This is an optimization exercise on Yosys and OpenROAD, whose aim is small area, not a production implementation.
Where RTL was checked, it was by simulation tests only, not by an equivalence proof against the original.
Power figures rest on the tool's default switching activity, not on a simulated workload.

## sensor_sampler
module sensor_sampler #(
    parameter integer SA = 16,    
    parameter integer SG = 131    
) (
    input  wire        clk,
    input  wire        rst,
    input  wire        cmd_valid,
    input  wire [7:0]  cmd_data,
    output wire        cmd_ready,
    output reg         resp_valid,
    output reg         resp_kind,       
    output wire [15:0] resp_value,
    input  wire        resp_ready,
    output reg         bus_dir,         
    output wire        tx_valid,
    output wire [7:0]  tx_data,
    input  wire        tx_ready,        
    input  wire        rx_valid,
    input  wire [7:0]  rx_data,
    output wire        rx_ready,
    output wire        txt_valid,
    output wire [7:0]  txt_data,
    input  wire        txt_ready
);
export LEC_CHECK = 0
export ABC_AREA = 1
export CAP_MARGIN = 20
export CORE_MARGIN = 2
export CORE_UTILIZATION = 40
export CTS_BUF_LIST = sky130_fd_sc_hd__clkbuf_4 sky130_fd_sc_hd__clkbuf_8
export CTS_CLUSTER_SIZE = 12
export SLEW_MARGIN = 20
create_clock -name core_clock -period 40.0 [get_ports {clk}]
standard.sh (not shown) runs the stock make flow with config.mk's settings and CLKGATE_MAP_FILE= SYNTH_SCRIPT=/design/flow/synth_recipe.tcl, a recipe that flattens the netlist after the stock synthesis.
==> flow/flow/run.sh <==
#!/bin/bash
# The standard ORFS layout (standard.sh) with three changes that only affect
# how the cells are chosen:
#  * ABC maps the logic with an area-oriented script (flow/abc_area.script)
#    instead of ORFS's default area script;
#  * no half/full-adder extraction, so ABC optimises adders with the rest;
#  * ports are buffered with sky130_fd_sc_hd__buf_1 cells.
set -euo pipefail
here=$(pwd)
rm -rf "$here/scripts_area"
cp -r "$FLOW_HOME/scripts" "$here/scripts_area"
cp "$here/flow/abc_area.script" "$here/scripts_area/abc_area.script"
export SCRIPTS_DIR="$here/scripts_area"
export ADDER_MAP_FILE=
export BUFFER_PORTS_ARGS="-buffer_cell sky130_fd_sc_hd__buf_1"
bash standard.sh > "$here/standard.log" 2>&1
==> flow/flow/abc_area.script <==
strash
dc2
dc2
&get -n
&dch -f
&nf -R 1000
&put
topo
Next try:
- CTS_BUF_LIST: sky130_fd_sc_hd__clkbuf_4 sky130_fd_sc_hd__clkbuf_8 -> sky130_fd_sc_hd__clkbuf_4
- CTS_CLUSTER_SIZE: 12 -> 10
The changed run completed without violations.
Via count grows by about 0.33%.
Sequential power barely changes.
Wire length is about the same.
First-iteration DRC count rose by about 11%.
Count of clock-buffer cells in the layout decreases by 2.
Global-route usage drops by 0.28 points.
Final cell count hardly moves.
Clock power is lower by about 22%.
No run of this note included a check of the RTL's function; only the layout flow was run.

* * *

== zinc ==
The RTL this note starts from:
==> flow/design.v <==
module sensor_sampler #(
    parameter integer SA = 16,    
    parameter integer SG = 131    
) (
    input  wire        clk,
    input  wire        rst,
    input  wire        cmd_valid,
    input  wire [7:0]  cmd_data,
    output wire        cmd_ready,
    output reg         resp_valid,
    output reg         resp_kind,       
    output wire [15:0] resp_value,
    input  wire        resp_ready,
    output reg         bus_dir,         
    output wire        tx_valid,
    output wire [7:0]  tx_data,
    input  wire        tx_ready,        
    input  wire        rx_valid,
    input  wire [7:0]  rx_data,
    output wire        rx_ready,
    output wire        txt_valid,
    output wire [7:0]  txt_data,
    input  wire        txt_ready
);
    localparam [3:0] IDLE  = 4'd0,
                     REQ   = 4'd1,    
                     TXW   = 4'd2,    
                     RXB   = 4'd3,    
                     ALNC  = 4'd4,    
                     CPY   = 4'd5,    
                     DLM   = 4'd6,    
                     ALNL  = 4'd7,    
                     LD    = 4'd8,    
                     NEG   = 4'd9,    
                     SUB   = 4'd10,   
                     ADD   = 4'd11,   
                     TXT   = 4'd12,   
                     DEMIT = 4'd14,   
                     ALNZ  = 4'd15,   
                     CLR   = 4'd13;   
    reg  [3:0]  st;
    reg  [62:0] R;         
    reg  [2:0]  rs;        
    reg  [3:0]  rb;        
    reg  [11:0] S;
    reg  [3:0]  sp;        
    reg  [7:0]  r;         
    reg         cy;        
    reg         neg;       
    reg         valid;     
    reg         started;   
    reg  [2:0]  ch;
    reg  [3:0]  k;         
    wire       gy = (ch > 3'd2);
    wire rgy     = rs[2] | (rs[1] & rs[0]);
    wire seg_end = rgy ? (rb == 4'd8) : (rb == 4'd11);
    wire here    = (rs == ch);
    wire [2:0] rs_inc = (rs == 3'd5) ? 3'd0 : rs + 3'd1;
    wire aligned = seg_end && (rs_inc == ch) && (sp == 4'd0);
    wire r0v = R[0] & valid;
    wire sp_last = (sp == 4'd11);
    wire [3:0] bi = k;
    wire [3:0] target = (bi[3] & bi[2]) ? {2'b00, bi[1:0]} : bi;
    wire       step = rx_valid && (sp == target);
    wire       b = rx_data[bi[2:0]];
    wire [8:0] t9 = {r, b};
    wire       ge = (t9 >= 9'd131);
    wire [8:0] tsub = t9 - 9'd131;
    wire       qd = gy ? ge : r[3];
    wire [7:0] rdiv = (bi == 4'd15) ? (b ? (gy ? 8'd130 : 8'hFF) : 8'd0) :
                      ((gy & ge) ? tsub[7:0] : t9[7:0]);
    wire       fcorr = neg & ((|r[3:0]) | (gy & (|r[7:4])));
    wire [1:0] p = r[5:4];
    reg kbit;
    always @(*) begin
        case (p)
            2'd1:    kbit = (sp == 4'd1) || (sp == 4'd3);
            2'd2:    kbit = (sp == 4'd2) || (sp == 4'd5) || (sp == 4'd6);
            default: kbit = (sp == 4'd3) || (sp == 4'd5) || (sp == 4'd6) ||
                            (sp == 4'd7) || (sp == 4'd8) || (sp == 4'd9);
        endcase
    end
    wire bp   = kbit ^ (st == SUB);
    wire sum  = S[0] ^ bp ^ cy;
    wire cout = (S[0] & bp) | (S[0] & cy) | (bp & cy);
    wire [2:0] j = r[6:4];
    reg  [6:0] chr;
    reg        last;            
    always @(*) begin
        chr  = 7'h0A;
        last = 1'b1;
        case (k)
            4'd0:  chr = 7'h09;
            4'd1, 4'd4: chr = 7'h22;
            4'd2: begin
                case (j)
                    3'd0:    chr = gy ? "G" : "A";
                    3'd1:    chr = gy ? "y" : "c";
                    3'd2:    chr = gy ? "r" : "c";
                    3'd3:    chr = gy ? "o" : " ";
                    default: chr = " ";
                endcase
                last = gy ? (j == 3'd4) : (j == 3'd3);
            end
            4'd3: begin
                case ({ch, j})
                    6'o00:   chr = "X";
                    6'o10:   chr = "Y";
                    6'o20:   chr = "Z";
                    6'o30:   chr = "R";
                    6'o31:   chr = "o";
                    6'o32, 6'o33: chr = "l";
                    6'o40:   chr = "P";
                    6'o41:   chr = "i";
                    6'o42:   chr = "t";
                    6'o43:   chr = "c";
                    6'o44:   chr = "h";
                    6'o50:   chr = "Y";
                    6'o51:   chr = "a";
                    6'o52:   chr = "w";
                    default: chr = 7'bx;
                endcase
                case (ch)
                    3'd3:    last = (j == 3'd3);
                    3'd4:    last = (j == 3'd4);
                    3'd5:    last = (j == 3'd2);
                    default: last = 1'b1;
                endcase
            end
            4'd5:  chr = ":";
            4'd6:  chr = " ";
            4'd7:  chr = "-";
            4'd8:  chr = ",";
            4'd10: chr = "}";
            4'd14: chr = "{";
            default: chr = 7'h0A;        
        endcase
    end
    wire is_val = (k == 4'd7);
    wire is_key = (k[3:1] == 3'b001);
    wire is_nl  = k[0] & k[3] & (k[1] | ~k[2]);
    wire [3:0] dnib = (p == 2'd0) ? S[3:0] : r[3:0];
    wire       show = (|r[3:0]) | started | (p == 2'd0);
    reg s_en, sin;
    always @(*) begin
        s_en = 1'b1;
        sin  = S[0];
        case (st)
            RXB:   sin = step ? qd : S[0];
            ALNC, ALNL, ALNZ: s_en = (sp != 4'd0);
            LD:    sin = here ? r0v : S[11];
            NEG:   sin = S[0] ^ (neg & cy);
            SUB, ADD: sin = sum;
            CLR:   sin = neg & (sp == 4'd2);
            CPY:   sin = S[0];
            default: s_en = 1'b0;
        endcase
    end
    assign cmd_ready  = (st == IDLE) && !resp_valid;
    assign tx_valid   = (st == REQ);
    assign tx_data    = 8'h3C;
    assign rx_ready   = ((st == RXB) && step && (bi[2:0] == 3'd0)) || (st == DLM);
    assign txt_valid  = ((st == TXT) && (!is_val || neg)) || ((st == DEMIT) && show);
    assign txt_data   = (st == DEMIT) ? {4'h3, dnib} : {1'b0, chr};
    assign resp_value = {{4{S[11]}}, S};
    always @(posedge clk) begin
        R <= {(st == CPY) ? (S[0] ^ cy) : R[0], R[62:1]};
        if (s_en)
            S <= {sin, S[11:1]};
    end
    always @(posedge clk) begin
        if (rst) begin
            st         <= IDLE;
            rs         <= 3'd0;
            rb         <= 4'd0;
            sp         <= 4'd0;
            valid      <= 1'b0;
            bus_dir    <= 1'b0;
            resp_valid <= 1'b0;
        end else begin
            rb <= seg_end ? 4'd0 : rb + 4'd1;
            if (seg_end)
                rs <= rs_inc;
            if (s_en)
                sp <= sp_last ? 4'd0 : sp + 4'd1;
            if (resp_valid && resp_ready)
                resp_valid <= 1'b0;
            case (st)
                IDLE: begin
                    if (cmd_valid && !resp_valid) begin
                        started   <= cmd_data[1];    
                        resp_kind <= 1'b0;
                        ch        <= cmd_data[2:0];
                        if (cmd_data == 8'h01 || cmd_data == 8'h02) begin
                            bus_dir <= 1'b1;
                            st      <= REQ;
                        end else if (cmd_data[7:3] == 5'b00010 && cmd_data[2:0] <= 3'd5) begin
                            resp_kind <= 1'b1;
                            st        <= ALNL;
                        end else begin
                            neg <= 1'b1;
                            st  <= ALNZ;
                        end
                    end
                end
                REQ: begin
                    if (tx_ready)
                        st <= TXW;
                end
                TXW: begin
                    if (tx_ready) begin
                        bus_dir  <= 1'b0;
                        ch       <= 3'd0;
                        k        <= 4'hF;
                        st       <= RXB;
                    end
                end
                RXB: begin
                    if (step) begin
                        r       <= rdiv;
                        k       <= bi - 4'd1;
                        if (bi == 4'd15)
                            neg <= b;
                        if (bi == 4'd0)
                            st <= ALNC;
                    end
                end
                ALNC: begin
                    if (aligned) begin
                        cy <= fcorr;
                        st <= CPY;
                    end
                end
                CPY: begin
                    cy <= S[0] & cy;
                    if (seg_end) begin
                        ch <= ch + 3'd1;
                        st <= (ch == 3'd5) ? DLM : RXB;
                    end
                end
                DLM: begin
                    if (rx_valid) begin
                        valid <= 1'b1;
                        if (started) begin
                            k       <= 4'd14;
                            ch      <= 3'd7;
                            started <= 1'b0;
                            st      <= TXT;
                        end else begin
                            neg <= 1'b0;
                            st  <= ALNZ;
                        end
                    end
                end
                ALNL: begin
                    if (aligned)
                        st <= LD;
                end
                LD: begin
                    if (sp_last) begin
                        if (resp_kind) begin
                            resp_valid <= 1'b1;
                            st         <= IDLE;
                        end else begin
                            neg <= sin;
                            cy  <= 1'b0;
                            st  <= NEG;
                        end
                    end
                end
                NEG: begin
                    cy <= cy | S[0];
                    if (sp_last) begin
                        r      <= 8'h30;     
                        cy     <= 1'b1;
                        st     <= SUB;
                    end
                end
                SUB: begin
                    cy <= cout;
                    if (sp_last) begin
                        if (cout) begin
                            r[3:0] <= r[3:0] + 4'd1;
                            cy     <= 1'b1;
                        end else begin
                            cy <= 1'b0;
                            st <= ADD;
                        end
                    end
                end
                ADD: begin
                    cy <= cout;
                    if (sp_last) begin
                        if (p == 2'd3) begin
                            r[6:4] <= 3'd0;     
                            st     <= TXT;
                        end else begin
                            st <= DEMIT;
                        end
                    end
                end
                TXT: begin
                    if (is_val) begin
                        r[5:4] <= 2'd3;
                        if (!neg || txt_ready)
                            st <= DEMIT;
                    end else if (txt_ready) begin
                        k <= k + 4'd1;
                        if (is_key) begin
                            r[6:4] <= j + 3'd1;
                            if (last)
                                r[6:4] <= 3'd0;
                            else
                                k <= k;
                        end
                        if (is_nl) begin
                            if (k == 4'd11) begin
                                neg <= 1'b0;
                                st  <= ALNZ;
                            end else begin
                                ch <= ch + 3'd1;
                                k  <= (ch == 3'd5) ? 4'd10 : 4'd0;
                                if (ch != 3'd5)
                                    st <= ALNL;
                            end
                        end
                    end
                end
                DEMIT: begin
                    if (!show || txt_ready) begin
                        if (show)
                            started <= 1'b1;
                        if (p == 2'd0) begin
                            k       <= (ch == 3'd5) ? 4'd9 : 4'd8;
                            started <= 1'b0;
                            st      <= TXT;
                        end else begin
                            r[5:4] <= p - 2'd1;
                            if (p != 2'd1) begin
                                r[3:0] <= 4'd0;
                                cy     <= 1'b1;
                                st     <= SUB;
                            end
                        end
                    end
                end
                ALNZ: begin
                    if (sp == 4'd0)
                        st <= CLR;
                end
                CLR: begin
                    if (sp_last) begin
                        resp_valid <= 1'b1;
                        st         <= IDLE;
                    end
                end
                default: st <= IDLE;
            endcase
        end
    end
endmodule
export LEC_CHECK = 0
export ABC_AREA = 1
export CAP_MARGIN = 20
export CORE_MARGIN = 2
export CORE_UTILIZATION = 40
export CTS_BUF_LIST = sky130_fd_sc_hd__clkbuf_8
export SLEW_MARGIN = 20
create_clock -name core_clock -period 40.0 [get_ports {clk}]
==> flow/flow/run.sh <==
#!/bin/bash
# The standard ORFS layout (standard.sh) with changes that only affect how
# cells are chosen:
#  * ABC maps the logic with an area-oriented script (flow/abc_area.script)
#    instead of ORFS's default area script;
#  * no half/full-adder extraction, so ABC optimises adders with the rest;
#  * ports, and outputs that share a net, are buffered with
#    sky130_fd_sc_hd__buf_1 cells.
# Each tool's full output stays in ORFS's logs (orfs/logs); make's own
# output goes to standard.log.
set -euo pipefail
here=$(pwd)
rm -rf "$here/scripts_area"
cp -r "$FLOW_HOME/scripts" "$here/scripts_area"
cp "$here/flow/abc_area.script" "$here/scripts_area/abc_area.script"
export SCRIPTS_DIR="$here/scripts_area"
export ADDER_MAP_FILE=
export BUFFER_PORTS_ARGS="-buffer_cell sky130_fd_sc_hd__buf_1"
sed 's/"\${@:-finish}"/"MIN_BUF_CELL_AND_PORTS=sky130_fd_sc_hd__buf_1 A X" "${@:-finish}"/' standard.sh > "$here/standard_area.sh"
grep -q "MIN_BUF_CELL_AND_PORTS=sky130_fd_sc_hd__buf_1" "$here/standard_area.sh"
bash "$here/standard_area.sh" > "$here/standard.log" 2>&1
Scripts as last shown in full above: flow/flow/abc_area.script
> inputs changed (zinc -> xenon)
diff --git a/flow/flow/run.sh b/flow/flow/run.sh
--- a/flow/flow/run.sh
+++ b/flow/flow/run.sh
@@ -19,3 +19,4 @@
 sed 's/"\${@:-finish}"/"MIN_BUF_CELL_AND_PORTS=sky130_fd_sc_hd__buf_1 A X" "${@:-finish}"/' standard.sh > "$here/standard_area.sh"
 grep -q "MIN_BUF_CELL_AND_PORTS=sky130_fd_sc_hd__buf_1" "$here/standard_area.sh"
+export CTS_ARGS="-sink_clustering_enable -repair_clock_nets -dont_use_dummy_load -buf_list sky130_fd_sc_hd__clkbuf_8"
 bash "$here/standard_area.sh" > "$here/standard.log" 2>&1
Per the final summary, xenon finished and its layout is clean on timing, DRC and antenna. Changes observed in xenon relative to zinc: share of cell area taken by multi-input logic gates rose by 0.62 points, met2 demand-to-capacity share in global routing comparable, combinational fraction of design power went up, number of hold-slack violations in the final timing report essentially unchanged. In xenon relative to zinc, final instance area had gone down slightly. From xenon to zinc, number of antenna diodes did not move at all.

* * *

02-13:
Another version of the RTL of sensor_sampler (not shown whole).
Size: roughly 540 cells after synthesis, about 110 flip-flops, roughly 62 I/O pins, ~4800 µm² of cells after synthesis.
export LEC_CHECK = 0
export ABC_AREA = 1
export CAP_MARGIN = 20
export CORE_MARGIN = 2
export CORE_UTILIZATION = 55
export CTS_BUF_LIST = sky130_fd_sc_hd__clkbuf_8
export SLEW_MARGIN = 20
create_clock -name core_clock -period 40.0 [get_ports {clk}]
==> flow/flow/run.sh <==
#!/bin/bash
# The standard ORFS layout (standard.sh) with changes that only affect how
# cells are chosen:
#  * ABC maps the logic with an area-oriented script (flow/abc_area.script)
#    instead of ORFS's default area script;
#  * no half/full-adder extraction, so ABC optimises adders with the rest;
#  * ports, and outputs that share a net, are buffered with
#    sky130_fd_sc_hd__buf_1 cells.
# Each tool's full output stays in ORFS's logs (orfs/logs); make's own
# output goes to standard.log.
set -euo pipefail
here=$(pwd)
rm -rf "$here/scripts_area"
cp -r "$FLOW_HOME/scripts" "$here/scripts_area"
cp "$here/flow/abc_area.script" "$here/scripts_area/abc_area.script"
export SCRIPTS_DIR="$here/scripts_area"
export ADDER_MAP_FILE=
export BUFFER_PORTS_ARGS="-buffer_cell sky130_fd_sc_hd__buf_1"
sed 's/"\${@:-finish}"/"MIN_BUF_CELL_AND_PORTS=sky130_fd_sc_hd__buf_1 A X" "${@:-finish}"/' standard.sh > "$here/standard_area.sh"
grep -q "MIN_BUF_CELL_AND_PORTS=sky130_fd_sc_hd__buf_1" "$here/standard_area.sh"
export CTS_ARGS="-sink_clustering_enable -repair_clock_nets -dont_use_dummy_load -buf_list sky130_fd_sc_hd__clkbuf_8"
bash "$here/standard_area.sh" > "$here/standard.log" 2>&1
Scripts as last shown in full above: flow/flow/abc_area.script
What 12-04 does differently from 02-13 at the input level:
diff --git a/flow/config.mk b/flow/config.mk
--- a/flow/config.mk
+++ b/flow/config.mk
@@ -9,5 +9,5 @@
 export CAP_MARGIN = 20
 export CORE_MARGIN = 2
-export CORE_UTILIZATION = 55
+export CORE_UTILIZATION = 40
 export CTS_BUF_LIST = sky130_fd_sc_hd__clkbuf_8
 export SLEW_MARGIN = 20
==> comparison <==
- Looking at the reports, 12-04 completed the entire flow and the layout it produced met the timing, DRC and antenna checks.
- 12-04 and 02-13 ended up with roughly the same final HPWL from detailed placement.
- Average wire length per cell after detail routing: 12-04 < 02-13
- 12-04 packs its core looser than 02-13.
- Changes observed in 12-04 relative to 02-13: area of the die went up by about 36%, fmax was more or less identical, setup slack went down by 0.0083 ns.

## port drivers added, routing unchanged
The flow's constraints put no driver on any port. The routed layouts listed below were extracted and timed again, unchanged, in two steps.
Step 1 assumes that a clkbuf_16 drives the clock port and a buf_2 every other input.
Step 2, shift: input delay + t, output delay - t, t = (earliest + latest rising clock arrival at the registers) / 2. This alone moves slack from input paths to output paths.
Three values: no drivers, after step 1, after step 2; two values: the first two.
run | t, ns | setup slack, ns | hold slack, ns | worst slew at a driven data input, ns | pins driven straight from the clock port
the first run of note 1 | 0.470 | 22.544 / 22.508 / 22.508 | 0.325 / 0.325 / 0.325 | 0.04 | 1
the second run of note 1 | 0.543 | 22.536 / 22.498 / 22.498 | 0.329 / 0.329 / 0.329 | 0.04 | 1
zinc | 0.409 | 22.772 / 22.748 / 22.748 | 0.319 / 0.319 / 0.319 | 0.03 | 1
xenon | 0.400 | 22.771 / 22.746 / 22.746 | 0.305 / 0.305 / 0.305 | 0.03 | 1
02-13 | 0.386 | 22.662 / 22.637 / 22.637 | 0.309 / 0.309 / 0.309 | 0.03 | 1
12-04 | 0.396 | 22.654 / 22.633 / 22.633 | 0.319 / 0.319 / 0.319 | 0.03 | 1
After both steps every run listed still meets setup and hold. For the second run of note 1, which loses most, drivers alone change the setup slack by -0.038 ns; drivers and shift together by -0.038 ns.
